What follows belongs to an exercise in optimizing a design on an open flow for small area, a short achievable clock period and few clock cycles; a production flow would make more cautious choices.
Function was checked by simulation only, so behaviour that the tests miss may differ from the original.

// bbt_keygen
module bbt_keygen (
    input  wire         clk,
    input  wire         rst,
    input  wire         cmd_valid,
    output wire         cmd_ready,
    input  wire [2:0]   cmd_op,
    input  wire [31:0]  cmd_arg,
    output reg          done,
    output reg          err,
    output wire [31:0]  result,
    output wire [127:0] fkey,
    output wire [7:0]   name_addr,
    input  wire [7:0]   name_data,
    output wire [9:0]   mt_raddr,
    input  wire [31:0]  mt_rdata,
    output wire         mt_we,
    output wire [9:0]   mt_waddr,
    output wire [31:0]  mt_wdata
);
Settings: LEC_CHECK=0, ABC_CLOCK_PERIOD_IN_PS=3500, CAP_MARGIN=20, CORE_MARGIN=2, CORE_UTILIZATION=55, CTS_BUF_LIST=sky130_fd_sc_hd__clkbuf_4 sky130_fd_sc_hd__clkbuf_8, SLEW_MARGIN=20, TNS_END_PERCENT=5, SETUP_SLACK_MARGIN=4.5, BUFFER_PORTS_ARGS=-buffer_cell sky130_fd_sc_hd__buf_1; clock period 10.0 ns.
standard.sh (not shown) runs the stock make flow with config.mk's settings and CLKGATE_MAP_FILE= SYNTH_SCRIPT=/design/flow/synth_recipe.tcl, a recipe that flattens the netlist after the stock synthesis.
==> flow/flow/run.sh <==
#!/bin/bash
set -euo pipefail
{
  echo "export SETUP_SLACK_MARGIN = 4.5"
  echo "export BUFFER_PORTS_ARGS = -buffer_cell sky130_fd_sc_hd__buf_1"
} >> config.mk
bash standard.sh > standard.log 2>&1
Testbench counts at the start, summed over its fixed seeds: cycles 30,159.
Then changed:
==> flow/flow/run.sh (replaced) <==
#!/bin/bash
set -euo pipefail
{
  echo "export SETUP_SLACK_MARGIN = 5.5"
  echo "export BUFFER_PORTS_ARGS = -buffer_cell sky130_fd_sc_hd__buf_1"
} >> config.mk
bash standard.sh > standard.log 2>&1
--- a/flow/config.mk
+++ b/flow/config.mk
@@ -9,8 +9,8 @@
 export CAP_MARGIN = 20
 export CORE_MARGIN = 2
-export CORE_UTILIZATION = 55
+export CORE_UTILIZATION = 60
 export CTS_BUF_LIST = sky130_fd_sc_hd__clkbuf_4 sky130_fd_sc_hd__clkbuf_8
 export SLEW_MARGIN = 20
 export TNS_END_PERCENT = 5
-export SETUP_SLACK_MARGIN = 4.5
+export SETUP_SLACK_MARGIN = 5.5
 export BUFFER_PORTS_ARGS = -buffer_cell sky130_fd_sc_hd__buf_1
Routed wire length came out lower by 0.72%.
Worst hold slack hardly moves.
Area after synthesis is unchanged.
Global-route usage grows by 3.8 points.
Design area drops by 1.1%.
Die area shrinks by about 8%.
Fmax fell by about 0.7%.
Clock skew is lower by 0.0031 ns.

* * *

bbt_keygen again, from the RTL that the note above started with.
Settings: LEC_CHECK=0, ABC_CLOCK_PERIOD_IN_PS=3500, CAP_MARGIN=20, CORE_MARGIN=2, CORE_UTILIZATION=55, SLEW_MARGIN=20, SETUP_SLACK_MARGIN=4.5, BUFFER_PORTS_ARGS=-buffer_cell sky130_fd_sc_hd__buf_2; clock period 10.0 ns.
==> flow/flow/run.sh <==
#!/bin/bash
set -euo pipefail
{
  echo "export SETUP_SLACK_MARGIN = 4.5"
  echo "export BUFFER_PORTS_ARGS = -buffer_cell sky130_fd_sc_hd__buf_2"
} >> config.mk
bash standard.sh > standard.log 2>&1
Testbench counts at the start, summed over its fixed seeds: cycles 30,159.
==> next run, changes <==
==> flow/flow/run.sh (replaced) <==
#!/bin/bash
set -euo pipefail
{
  echo "export SETUP_SLACK_MARGIN = 6"
  echo "export BUFFER_PORTS_ARGS = -buffer_cell sky130_fd_sc_hd__buf_2"
} >> config.mk
bash standard.sh > standard.log 2>&1
SETUP_SLACK_MARGIN = 6   (was 4.5)
Effect: Sequential share of layout area decreases by 1.5 points. Non-clock buffer count increases by 93. Synthesized area is unchanged. Setup slack improved by 63 ps.
==> next run, changes <==
==> flow/flow/run.sh (replaced) <==
#!/bin/bash
set -euo pipefail
{
  echo "export SETUP_SLACK_MARGIN = 5"
  echo "export BUFFER_PORTS_ARGS = -buffer_cell sky130_fd_sc_hd__buf_1"
} >> config.mk
bash standard.sh > standard.log 2>&1
BUFFER_PORTS_ARGS = -buffer_cell sky130_fd_sc_hd__buf_1   (was -buffer_cell sky130_fd_sc_hd__buf_2)
CTS_BUF_LIST = sky130_fd_sc_hd__clkbuf_4 sky130_fd_sc_hd__clkbuf_8   (was unset)
SETUP_SLACK_MARGIN = 5   (was 6)
TNS_END_PERCENT = 5   (was unset)
What happened: Hold slack improved by 9.1 ps; synthesized area is unchanged; worst setup slack got worse by 19 ps; core utilization decreases by 5.9 points; cell area decreases by a little under a tenth; non-clock buffer count decreases by 152; final cell count decreases by a few percent; die area is unchanged.
==> next run, changes <==
==> flow/flow/run.sh (replaced) <==
#!/bin/bash
set -euo pipefail
{
  echo "export SETUP_SLACK_MARGIN = 5"
  echo "export BUFFER_PORTS_ARGS = -buffer_cell sky130_fd_sc_hd__buf_2"
} >> config.mk
bash standard.sh > standard.log 2>&1
BUFFER_PORTS_ARGS = -buffer_cell sky130_fd_sc_hd__buf_2   (was -buffer_cell sky130_fd_sc_hd__buf_1)
CTS_BUF_LIST = unset   (was sky130_fd_sc_hd__clkbuf_4 sky130_fd_sc_hd__clkbuf_8)
TNS_END_PERCENT = unset   (was 5)
Outcome: The changed run finished with timing, DRC and antenna clean; die area does not change; synthesized cell count does not change; final area climbs by about 4.5%; setup slack degrades by 250 ps; wire length climbs by about 4%; worst hold slack is about the same; non-clock buffer count came out higher by 58; register-to-register slack is worse by 250 ps; cell count goes up by about 0.6%.
==> next run, changes <==
TNS_END_PERCENT = 5   (was unset)
Result: The changed run produced a clean layout. Die area does not change. Critical path depth is lower by 2. Via count is lower by 0.30%.

## what the ideal ports hide
No port has a modelled driver above. Below, the same layouts with a new extraction and two added sets of constraints. Step 1 assumes that a clkbuf_16 drives the clock port and a buf_2 every other input. Step 2 moves the port delays by t, midway between the first and last clock arrival at a register: inputs arrive t later, outputs are due t later. That takes back most of the time a late clock gives input paths. a / b / c = ideal / step 1 / step 2; a / b = the first two.
run | t (ns) | slack for setup (ns) | worst data-port slew with drivers (ns)
the first run of note 1 | 0.762 | 4.508 / 4.508 / 4.508 | 0.06
the second run of note 1 | 0.756 | 4.468 / 4.468 / 4.468 | 0.10
the first run of note 2 | 0.649 | 4.439 / 4.439 / 4.439 | 0.10
the second run of note 2 | 0.647 | 4.503 / 4.503 / 4.503 | 0.06
the third run of note 2 | 0.757 | 4.484 / 4.484 / 4.484 | 0.10
the fourth run of note 2 | 0.639 | 4.230 / 4.230 / 4.230 | 0.08
the fifth run of note 2 | 0.633 | 4.533 / 4.533 / 4.533 | 0.09
After both steps setup and hold are still met in every run listed.
